Background: an optimization exercise with open tools, aiming at small area, a short achievable clock period and few clock cycles per item. Do not read the settings as production practice. The RTL was checked by simulation tests, not by an equivalence proof against the original design. Power figures rest on the tool's default switching activity, not on a simulated workload.

==> design/flow/run.sh <==
#!/bin/bash
# synth_recipe.tcl (not shown) runs the flow's synth.tcl, then flattens the netlist and writes it again
# the make line also repeats each setting of config.mk as NAME=value (left out here)
make -C /OpenROAD-flow-scripts/flow DESIGN_CONFIG=/design/flow/config.mk WORK_HOME=/design/flow/orfs CLKGATE_MAP_FILE= SYNTH_SCRIPT=/design/flow/synth_recipe.tcl finish
==> design/flow/config.mk <==
export PLATFORM = sky130hd
export DESIGN_NAME = a429pk
export DESIGN_NICKNAME = a429pk
export VERILOG_FILES = /design/flow/design.v
export SDC_FILE = /design/flow/constraint.sdc
export NUM_CORES = 8
export LEC_CHECK = 0
export CAP_MARGIN = 20
export CORE_MARGIN = 2
export CORE_UTILIZATION = 40
export SLEW_MARGIN = 20
==> design/flow/constraint.sdc <==
create_clock -name core_clock -period 15.0 [get_ports {clk}]
set_input_delay 3.0000 -clock core_clock [delete_from_list [all_inputs] [get_ports {clk}]]
set_output_delay 3.0000 -clock core_clock [all_outputs]
set_load 0.01 [all_outputs]
==> design/flow/design.v <==
module a429pk (
    input  wire         clk,
    input  wire         rst,
    input  wire         cmd_valid,
    output wire         cmd_ready,
    input  wire [287:0] cmd,
    output reg          rsp_valid,
    output reg  [127:0] rsp_rn,
    output reg  [63:0]  rsp_rd,
    output reg          diag_valid,
    output reg  [3:0]   diag_code,
    output wire [31:0]  raw,
    output wire [7:0]   dsr
);
    localparam [7:0] OP_SETRAW  = 8'h01, OP_GETRAW  = 8'h02,
                     OP_SETID   = 8'h03, OP_GETID   = 8'h04,
                     OP_SETSDI  = 8'h05, OP_GETSDI  = 8'h06,
                     OP_SETSSM  = 8'h07, OP_GETSSM  = 8'h08,
                     OP_SETPAR  = 8'h09, OP_GETPAR  = 8'h0A,
                     OP_SETBNR  = 8'h0B, OP_GETBNR  = 8'h0C,
                     OP_SETBCDD = 8'h0D, OP_SETBCD  = 8'h0E,
                     OP_GETBCD  = 8'h0F, OP_SETDISC = 8'h10,
                     OP_GETDISC = 8'h11, OP_SETDBIT = 8'h12,
                     OP_GETDBIT = 8'h13, OP_CLR     = 8'h14,
                     OP_GETWORD = 8'h15, OP_GETDSR  = 8'h16,
                     OP_CLRDSR  = 8'h17;
    localparam [3:0] E_NONE     = 4'd0,
                     E_RANGE    = 4'd1,    
                     E_TOOWIDE  = 4'd2,    
                     E_OCCUPIED = 4'd3,    
                     E_OUTRANGE = 4'd4,    
                     E_DIGIT    = 4'd5,    
                     E_RADIX    = 4'd6,    
                     E_SIGNOVL  = 4'd7,    
                     E_ILLEGAL  = 4'd8;    
    localparam [4:0] S_IDLE     = 5'd0,
                     S_DECODE   = 5'd1,
                     S_RESP     = 5'd2,
                     S_BCD_LOOP = 5'd3,
                     S_BCD_DIV  = 5'd4,
                     S_BCD_WR   = 5'd5,
                     S_GBCD     = 5'd6,
                     S_GBNR_MAG = 5'd7,
                     S_GBNR_SGN = 5'd8,
                     S_GBNR_MUL = 5'd9,
                     S_BNR_MUL1 = 5'd10,
                     S_BNR_MUL2 = 5'd11,
                     S_BNR_DIV  = 5'd12,
                     S_BNR_CHK  = 5'd13,
                     S_BNR_MAG  = 5'd14,
                     S_BNR_SGN  = 5'd15;
    reg [4:0] state;
    reg [31:0] raw_q;
    reg [7:0]  dsr_q;
    assign raw       = raw_q;
    assign dsr       = dsr_q;
    assign cmd_ready = (state == S_IDLE);
    reg [7:0]  op;
    reg [5:0]  fb, lb, sb;
    reg [5:0]  rsv;
    reg [63:0] opa, opb, opc, opd;
    reg [127:0] mul_a;       
    reg [63:0]  mul_b;       
    reg [127:0] mul_acc;     
    reg [6:0]   mul_cnt;
    reg [127:0] div_dq;      
    reg [127:0] div_rem;     
    reg [127:0] div_dvs;     
    reg [7:0]   div_cnt;
    reg [63:0]  bcd_rem;     
    reg [6:0]   bcd_p;       
    reg [63:0]  bcd_acc;     
    reg [63:0]  bcd_pw;      
    reg [3:0]   bcd_digit;   
    reg         bnr_neg;     
    reg [31:0]  gb_mag;      
    reg         gb_sgn;      
    function [63:0] abs64(input [63:0] v);
        abs64 = v[63] ? (~v + 64'd1) : v;
    endfunction
    function bounds_ok(input [5:0] f, input [5:0] l);
        bounds_ok = (f != 6'd0) && (l <= 6'd32) && (f <= l);
    endfunction
    function [6:0] width0(input [5:0] f, input [5:0] l);
        width0 = (f > l) ? 7'd0 : ({1'b0, l} - {1'b0, f} + 7'd1);
    endfunction
    function [31:0] range_mask(input [5:0] f, input [5:0] l);
        reg [32:0] ones;
        begin
            ones       = (33'd1 << (l - f + 6'd1)) - 33'd1;
            range_mask = ones[31:0] << (f - 6'd1);
        end
    endfunction
    function fits_w(input [63:0] v, input [6:0] w);
        fits_w = (w >= 7'd64) ? 1'b1 : ((v >> w) == 64'd0);
    endfunction
    reg  [5:0]  sr_f, sr_l;
    reg         sr_neg;
    reg  [63:0] sr_mag;
    reg  [3:0]  sr_err;
    reg  [31:0] sr_new;
    always @(*) begin
        sr_err = E_NONE;
        sr_new = raw_q;
        if (!bounds_ok(sr_f, sr_l))
            sr_err = E_RANGE;
        else if (sr_neg || !fits_w(sr_mag, width0(sr_f, sr_l)))
            sr_err = E_TOOWIDE;
        else if ((raw_q & range_mask(sr_f, sr_l)) != 32'd0)
            sr_err = E_OCCUPIED;
        else
            sr_new = raw_q | (sr_mag[31:0] << (sr_f - 6'd1));
    end
    reg  [5:0]  gr_f, gr_l;
    reg         gr_ok;
    reg  [31:0] gr_val;
    always @(*) begin
        gr_ok  = bounds_ok(gr_f, gr_l);
        gr_val = 32'd0;
        if (gr_ok)
            gr_val = (raw_q & range_mask(gr_f, gr_l)) >> (gr_f - 6'd1);
    end
    wire op_known = (op >= OP_SETRAW) && (op <= OP_CLRDSR);
    wire illegal  = (rsv != 6'd0) || !op_known ||
                    (op == OP_SETBNR && (opb == 64'd0 || opd == 64'd0)) ||
                    (op == OP_GETBNR && opd == 64'd0) ||
                    (op == OP_SETPAR && opa != 64'd0 && opa != 64'd1);
    wire [6:0] grp_hi7 = ((bcd_p + 7'd3) < {1'b0, lb}) ? (bcd_p + 7'd3) : {1'b0, lb};
    wire [5:0] grp_lo  = bcd_p[5:0];
    wire [5:0] grp_hi  = grp_hi7[5:0];
    wire       grp_end = (bcd_p > {1'b0, lb});
    wire [6:0]   bnr_w     = width0(fb, lb);
    wire [127:0] bnr_q     = div_dq;
    wire         bnr_toobig = (bnr_q >> bnr_w) != 128'd0;
    wire [127:0] div_shift = {div_rem[126:0], div_dq[127]};
    wire         div_ge    = (div_shift >= div_dvs);
    always @(*) begin
        sr_f   = fb;
        sr_l   = lb;
        sr_neg = opa[63];
        sr_mag = opa;
        gr_f   = fb;
        gr_l   = lb;
        case (state)
            S_DECODE: begin
                case (op)
                    OP_SETID:   begin sr_f = 6'd1;  sr_l = 6'd8;  end
                    OP_SETSDI:  begin sr_f = 6'd9;  sr_l = 6'd10; end
                    OP_SETSSM:  begin sr_f = 6'd30; sr_l = 6'd31; end
                    OP_SETDBIT: begin sr_l = fb; end
                    OP_SETPAR:  begin
                        sr_f   = 6'd32;
                        sr_l   = 6'd32;
                        sr_neg = 1'b0;
                        sr_mag = {63'd0, opa[0] ^ (^raw_q)};
                    end
                    OP_GETID:   begin gr_f = 6'd1;  gr_l = 6'd8;  end
                    OP_GETSDI:  begin gr_f = 6'd9;  gr_l = 6'd10; end
                    OP_GETSSM:  begin gr_f = 6'd30; gr_l = 6'd31; end
                    OP_GETPAR:  begin gr_f = 6'd32; gr_l = 6'd32; end
                    OP_GETDBIT: begin gr_l = fb; end
                    default: ;
                endcase
            end
            S_BCD_WR: begin
                sr_f   = grp_lo;
                sr_l   = grp_hi;
                sr_neg = 1'b0;
                sr_mag = {60'd0, bcd_digit};
            end
            S_GBCD: begin
                gr_f = grp_lo;
                gr_l = grp_hi;
            end
            S_GBNR_SGN: begin
                gr_f = sb;
                gr_l = sb;
            end
            S_BNR_MAG: begin
                sr_neg = 1'b0;
                sr_mag = bnr_q[63:0];
            end
            S_BNR_SGN: begin
                sr_f   = sb;
                sr_l   = sb;
                sr_neg = 1'b0;
                sr_mag = {63'd0, bnr_neg && (bnr_q != 128'd0)};
            end
            default: ;
        endcase
    end
    task report(input [3:0] code);
        begin
            diag_valid <= 1'b1;
            diag_code  <= code;
            dsr_q[code - 4'd1] <= 1'b1;
        end
    endtask
    task start_mul(input [63:0] a, input [63:0] b);
        begin
            mul_a   <= {64'd0, a};
            mul_b   <= b;
            mul_acc <= 128'd0;
            mul_cnt <= 7'd64;
        end
    endtask
    always @(posedge clk) begin
        if (rst) begin
            state      <= S_IDLE;
            raw_q      <= 32'd0;
            dsr_q      <= 8'd0;
            rsp_valid  <= 1'b0;
            diag_valid <= 1'b0;
            diag_code  <= 4'd0;
            rsp_rn     <= 128'd0;
            rsp_rd     <= 64'd1;
            mul_cnt    <= 7'd0;
            div_cnt    <= 8'd0;
        end else begin
            rsp_valid  <= 1'b0;
            diag_valid <= 1'b0;
            if (mul_cnt != 7'd0) begin
                if (mul_b[0])
                    mul_acc <= mul_acc + mul_a;
                mul_a   <= mul_a << 1;
                mul_b   <= mul_b >> 1;
                mul_cnt <= mul_cnt - 7'd1;
            end
            if (div_cnt != 8'd0) begin
                div_rem <= div_ge ? (div_shift - div_dvs) : div_shift;
                div_dq  <= {div_dq[126:0], div_ge};
                div_cnt <= div_cnt - 8'd1;
            end
            case (state)
                S_IDLE: begin
                    if (cmd_valid) begin
                        op    <= cmd[7:0];
                        fb    <= cmd[13:8];
                        lb    <= cmd[19:14];
                        sb    <= cmd[25:20];
                        rsv   <= cmd[31:26];
                        opa   <= cmd[95:32];
                        opb   <= cmd[159:96];
                        opc   <= cmd[223:160];
                        opd   <= cmd[287:224];
                        state <= S_DECODE;
                    end
                end
                S_DECODE: begin
                    rsp_rn <= 128'd0;
                    rsp_rd <= 64'd1;
                    state  <= S_RESP;
                    if (illegal) begin
                        report(E_ILLEGAL);
                    end else begin
                        case (op)
                            OP_SETRAW, OP_SETDISC, OP_SETDBIT,
                            OP_SETID, OP_SETSDI, OP_SETSSM, OP_SETPAR: begin
                                if (sr_err != E_NONE)
                                    report(sr_err);
                                raw_q <= sr_new;
                            end
                            OP_GETRAW, OP_GETDISC, OP_GETDBIT,
                            OP_GETID, OP_GETSDI, OP_GETSSM, OP_GETPAR: begin
                                if (!gr_ok)
                                    report(E_RANGE);
                                rsp_rn <= {96'd0, gr_val};
                            end
                            OP_SETBCDD: begin
                                if (opa[63] || !fits_w(opa, width0(fb, lb)))
                                    report(E_DIGIT);
                                else begin
                                    if (sr_err != E_NONE)
                                        report(sr_err);
                                    raw_q <= sr_new;
                                end
                            end
                            OP_SETBCD: begin
                                if (opb != 64'd10)
                                    report(E_RADIX);
                                else if (opa[63])
                                    report(E_OUTRANGE);
                                else begin
                                    bcd_rem <= opa;
                                    bcd_p   <= {1'b0, fb};
                                    state   <= S_BCD_LOOP;
                                end
                            end
                            OP_GETBCD: begin
                                if (opb != 64'd10)
                                    report(E_RADIX);
                                else begin
                                    bcd_acc <= 64'd0;
                                    bcd_pw  <= 64'd1;
                                    bcd_p   <= {1'b0, fb};
                                    state   <= S_GBCD;
                                end
                            end
                            OP_SETBNR: begin
                                if (opc == 64'd0)
                                    report(E_ILLEGAL);
                                else begin
                                    if (fb <= sb && sb <= lb)
                                        report(E_SIGNOVL);
                                    bnr_neg <= opa[63] ^ opb[63] ^ opc[63] ^ opd[63];
                                    start_mul(abs64(opa), abs64(opd));
                                    state <= S_BNR_MUL1;
                                end
                            end
                            OP_GETBNR: begin
                                rsp_rd <= opd;
                                state  <= S_GBNR_MAG;
                            end
                            OP_CLR:     raw_q  <= 32'd0;
                            OP_CLRDSR:  dsr_q  <= 8'd0;
                            OP_GETWORD: rsp_rn <= {96'd0, raw_q};
                            OP_GETDSR:  rsp_rn <= {120'd0, dsr_q};
                            default: ;
                        endcase
                    end
                end
                S_BCD_LOOP: begin
                    if (grp_end) begin
                        if (bcd_rem != 64'd0)
                            report(E_OUTRANGE);
                        state <= S_RESP;
                    end else begin
                        div_dq  <= {bcd_rem, 64'd0};
                        div_rem <= 128'd0;
                        div_dvs <= 128'd10;
                        div_cnt <= 8'd64;
                        state   <= S_BCD_DIV;
                    end
                end
                S_BCD_DIV: begin
                    if (div_cnt == 8'd0) begin
                        bcd_digit <= div_rem[3:0];
                        bcd_rem   <= div_dq[63:0];
                        state     <= S_BCD_WR;
                    end
                end
                S_BCD_WR: begin
                    if (!fits_w({60'd0, bcd_digit}, width0(grp_lo, grp_hi)))
                        report(E_DIGIT);
                    else begin
                        if (sr_err != E_NONE)
                            report(sr_err);
                        raw_q <= sr_new;
                    end
                    bcd_p <= bcd_p + 7'd4;
                    state <= S_BCD_LOOP;
                end
                S_GBCD: begin
                    if (grp_end) begin
                        rsp_rn <= {64'd0, bcd_acc};
                        state  <= S_RESP;
                    end else begin
                        if (!gr_ok)
                            report(E_RANGE);
                        bcd_acc <= bcd_acc + gr_val[3:0] * bcd_pw;
                        bcd_pw  <= (bcd_pw << 3) + (bcd_pw << 1);
                        bcd_p   <= bcd_p + 7'd4;
                    end
                end
                S_GBNR_MAG: begin
                    if (!gr_ok)
                        report(E_RANGE);
                    gb_mag <= gr_val;
                    state  <= S_GBNR_SGN;
                end
                S_GBNR_SGN: begin
                    if (!gr_ok)
                        report(E_RANGE);
                    gb_sgn <= (gr_val != 32'd0);
                    start_mul({32'd0, gb_mag}, abs64(opc));
                    state  <= S_GBNR_MUL;
                end
                S_GBNR_MUL: begin
                    if (mul_cnt == 7'd0) begin
                        rsp_rn <= (gb_sgn ^ opc[63]) ? (~mul_acc + 128'd1) : mul_acc;
                        state  <= S_RESP;
                    end
                end
                S_BNR_MUL1: begin
                    if (mul_cnt == 7'd0) begin
                        div_dq <= mul_acc;                   
                        start_mul(abs64(opb), abs64(opc));
                        state  <= S_BNR_MUL2;
                    end
                end
                S_BNR_MUL2: begin
                    if (mul_cnt == 7'd0) begin
                        div_dvs <= mul_acc;                  
                        div_rem <= 128'd0;
                        div_cnt <= 8'd128;
                        state   <= S_BNR_DIV;
                    end
                end
                S_BNR_DIV: begin
                    if (div_cnt == 8'd0)
                        state <= S_BNR_CHK;
                end
                S_BNR_CHK: begin
                    if (bnr_toobig) begin
                        report(E_OUTRANGE);
                        state <= S_RESP;
                    end else
                        state <= S_BNR_MAG;
                end
                S_BNR_MAG: begin
                    if (sr_err != E_NONE)
                        report(sr_err);
                    raw_q <= sr_new;
                    state <= S_BNR_SGN;
                end
                S_BNR_SGN: begin
                    if (sr_err != E_NONE)
                        report(sr_err);
                    raw_q <= sr_new;
                    state <= S_RESP;
                end
                S_RESP: begin
                    rsp_valid <= 1'b1;
                    state     <= S_IDLE;
                end
                default: state <= S_IDLE;
            endcase
        end
    end
endmodule
==> Flow_metrics.wiki <==
{| class="wikitable"
! Metric !! Value
|-
| Clock buffers created by TritonCTS || 184
|-
| Max-cap viol count || 0
|-
| Total Negative Setup Slacks || 0 ns
|-
| Worst-path fanout max || 41
|-
| Dominant combinational cell family by area after synthesis || compound AO/OA/AOI/OAI gates
|-
| Number of top-level design ports || 530
|-
| DRC Markers || 0
|-
| Commonest non-fill, non-tap cell in the layout || sky130_fd_sc_hd__nor2_1
|-
| Initial detailed-routing violation count || 17.2k
|-
| Vertical die dimension || 558 um
|-
| Number of global-route vias before repair || 109k
|-
| Transition time at the pin with the least slew margin || 1.19 ns
|-
| Worst clock skew || 0.0999 ns
|-
| Type of element capturing the critical path || flip-flop
|-
| Final Hold Vio Count || 0
|-
| Source of the worst hold timing path || div_cnt[3]
|-
| Synthesized area divided by synthesized cell count || 8.73 um^2
|-
| Top library cells by usage in the layout, fill and taps aside || sky130_fd_sc_hd__nor2_1 (1,381), sky130_fd_sc_hd__edfxtp_1 (1,228), sky130_fd_sc_hd__a21oi_1 (1,131)
|-
| CTS Root Buffer Type || sky130_fd_sc_hd__clkbuf_16
|-
| Synth-to-layout area growth || 13.5%
|-
| Overflow after GRT || 0
|-
| Count of synthesis-stage warnings from yosys || 1
|-
| Antenna violations before repair || 44
|-
| Setup violations, final || 0
|-
| Clock network latency to the later pin of the worst-skew pair || 0.93 ns
|-
| Async set or reset register ratio after synthesis || 0%
|-
| Worst r2r src || op[2]
|-
| Placer congestion estimate || 1.05
|-
| Buffers from clock root to sink, at most || 4
|-
| Cells after synthesis || 14.1k
|-
| DIE WIDTH || 558 um
|-
| Total Nets Final || 15.1k
|-
| Dominant synthesized flop cell || sky130_fd_sc_hd__edfxtp_1
|-
| Pin count of the biggest net entering global routing || 178
|-
| P_leak || 52.8 nW
|-
| Post-Synth XOR/XNOR Area || 5.76%
|-
| Share of synthesized area occupied by flip-flops and latches || 34.2%
|-
| Total count of max-transition violations in the final report || 0
|-
| CTS tree || yes
|-
| Starting utilization of the core area || 40.2%
|-
| Number of nets produced by synthesis || 15.0k
|-
| Compound-Gate Fraction of Synth Area || 24.3%
|-
| Synth cell types || 104
|-
| Most prevalent standard cell on the critical path || sky130_fd_sc_hd__buf_4
|-
| Number of nets with antenna violations after routing || 0
|-
| Layout Cells excl Fill || 18.4k
|-
| Fillers || 29.6k
|-
| Power density cells || 217 mW/mm^2
|-
| Outcome || complete, no violations
|-
| Simple-gate share of the synthesized area || 17.5%
|-
| Arithmetic-cell share of the synthesized area counting full adders, half adders and majority gates || 8.16%
|-
| Kind of critical path || flip-flop to flip-flop
|-
| Synthesized area || 0.123 mm^2
|-
| Fmax || 0.0696 GHz
|-
| Area after detailed placement || 0.133 mm^2
|-
| Post-layout instance area || 0.139 mm^2
|-
| Path depth of the worst reg2reg path || 54
|-
| Hpwl dp || 397,000 um
|-
| Clock period minus final worst setup slack || 14.37 ns
|-
| Worst path max stage delay || 0.52 ns
|-
| Slowest cell on the critical path || sky130_fd_sc_hd__or3b_2
|-
| TritonCTS Sinks || 1,485
|-
| Total via count in the routed design || 119k
|-
| Path category of the worst min-delay check || flip-flop to flip-flop
|-
| Hold path depth || 2
|-
| Data required, critical path || 15.75 ns
|-
| DIE AREA || 0.311 mm^2
|-
| Register-to-register setup slack || 0.63 ns
|-
| Htree depth || 4
|-
| Clock transition at path regs || 0.07 ns
|-
| Placed instance count || 18.1k
|-
| Average vias per placed instance || 6.45
|-
| Kind of start point of the critical path || flip-flop
|-
| Number of placement rows || 203
|-
| Final Total Pwr || 30.3 mW
|-
| Fraction of layout instances using a drive strength above 1 || 7.94%
|-
| First-pass detailed-route iteration total || 9
|-
| Final routed wirelength across all metal layers || 535,000 um
|-
| WL/cell || 29.0 um
|-
| Total Routing Usage GR || 33.0%
|-
| Crit share post-route || 95.8%
|-
| Synthesis-stage register bit count || 1,485
|-
| Post-synth EDFFs || 1,228
|-
| Mux share of post-synthesis cell area || 4.96%
|-
| Sink of the worst hold path || div_cnt[3]
|-
| Maximum ir drop on the vdd rail || 176 uV
|-
| Placeable Area || 0.306 mm^2
|-
| Global-route wire length before repair || 766,000 um
|-
| Setup repair after global routing missed its margin || false
|-
| Final core occ || 45.6%
|-
| Endpoint of the worst-slack reg-to-reg timing path || bcd_acc[63]
|-
| Total of buffers placed on input and output ports || 529
|-
| Signal arrival time at the worst endpoint || 15.12 ns
|-
| CTS Hold Buffers Added || 0
|-
| Remaining max-slew budget at the tightest pin || 19.7%
|}
routing by layer:
layer / routed length [um] / GRT usage [%]
met5: 222 / 0
met4: 31500 / 16.4
met3: 66000 / 8.94
met2: 218000 / 46.9
met1: 219000 / 45.6
report_power, final:
part / internal [mW] / total, mW / switching [mW] / leakage (nW)
Combinational: 6.57 / 17.9 / 11.3 / 35.9
Clock: 2.73 / 4.73 / 1.99 / 3.04
Sequential: 5.93 / 7.68 / 1.75 / 13.8
cell type report:
type                    count  area, um^2  area share [%]
diodes                     22        55.1          0.0395
clock buffers             243        5070            3.64
clock inverters            97        1120           0.807
inverters                 642        2420            1.74
multi-input cells       10900       75100            53.9
flip-flops and latches   1485       42000            30.2
well taps                4100        5130            3.68
repair buffers            925        8370            6.01
repair_timing:
item	in CTS	in global routing
setup buffers	0	2
resized for setup	0	36
endpoints found under the setup margin	0	19
critical path, delay by kind of cell, from the launching register on:
kind	cells	cell delay, ns
buffers and inverters	9	1.51
and+or+nand+nor	10	2.36
AOI/OAI and AO/OA	26	6.62
DFF	1	0.36
muxes	2	0.54
adders and majority gates	7	2.76
how the worst max path moves through the flow:
stage / start / end / slack (ns)
finish: op[2] / bcd_acc[63] / 0.63
global route: op[2] / bcd_acc[63] / 0.03
CTS: bcd_p[0] / bcd_acc[62] / 0.07
detailed placement: bcd_p[0] / bcd_acc[62] / 0.07
global placement: bcd_p[0] / bcd_acc[62] / 0.25
floorplan: state[3] / bcd_acc[63] / 0.01
cell families (layout without fill, tap and decap cells):
group,after synthesis,in the layout
adders and majority gates,686,686
AOI/OAI and AO/OA,4440,4440
xor gates and xnor gates,804,804
DFF,1485,1485
muxes,475,475
other,0,22
and+or+nand+nor,4505,4505
buffers and inverters,1668,1907
sequential cells by signal (all words and copies together) (netlist names), 7 cells and up, named ones only:
signal   count
div_dq     128
div_dvs    128
mul_a      128
mul_acc    128
rsp_rn     128
div_rem    127
bcd_acc     64
bcd_pw      64
bcd_rem     64
mul_b       64
opa         64
opb         64
opc         64
opd         64
rsp_rd      64
gb_mag      32
raw_q       32
div_cnt      8
op           8
bcd_p        7
mul_cnt      7
cell usage after synthesis, drive strengths merged (81+ instances only):
cell type / count / area [um^2]
xnor2: 435 / 3820
mux4: 98 / 2210
and3: 113 / 707
inv: 635 / 2380
and2: 406 / 2540
nand2b: 88 / 551
buf: 127 / 513
o31ai: 200 / 1500
o211ai: 139 / 1040
xor2: 368 / 3230
a31oi: 138 / 863
dfxtp: 257 / 5140
a211oi: 230 / 1730
nor2: 1407 / 5280
o21bai: 117 / 878
a22oi: 237 / 1780
a21o: 320 / 2400
nand4: 151 / 945
ha: 495 / 6190
nor2b: 89 / 557
mux2: 85 / 957
nand3: 265 / 1330
edfxtp: 1228 / 36900
mux2i: 292 / 2920
o22ai: 81 / 507
a221oi: 174 / 1520
or3: 103 / 644
nor4: 133 / 832
nor3: 408 / 2050
nand2: 1098 / 4120
fa: 191 / 3820
clkbuf: 899 / 3380
o221ai: 110 / 963
o21ai: 777 / 3890
a21oi: 1138 / 5700
a22o: 124 / 1090
stage by stage:
step	hold WS, ns	setup slack (ns)
3_3_place_gp	0.474	0.255
3_5_place_dp	0.469	0.0737
2_1_floorplan	0.448	0.00990
6_report	0.489	0.634
4_1_cts	0.485	0.0675
5_1_grt	0.506	0.0252
Testbench counts, summed over its fixed seeds: cycles 68,886, commands 3,486.

-- separate check: timing with driven ports --
How much do the figures lean on ideal ports? The routed layout below was timed once more, with nothing changed but the port constraints. Step 1 assumes that a clkbuf_16 drives the clock port and a buf_2 every other input. Step 2 also shifts input and output timing later by t, the mid clock arrival at the registers, as if the neighbouring blocks saw the same clock. a / b / c = ideal / step 1 / step 2; a / b = the first two.
shift t [ns]: 0.982
slack for setup (ns): 0.634 / 0.634 / 0.634
worst setup path at the end: register to register
pins driven straight from the clock port: 1
After both steps setup and hold are still met in this run. The setup slack of this run moves by 0.000 ns with the drivers and by 0.000 ns with both steps.
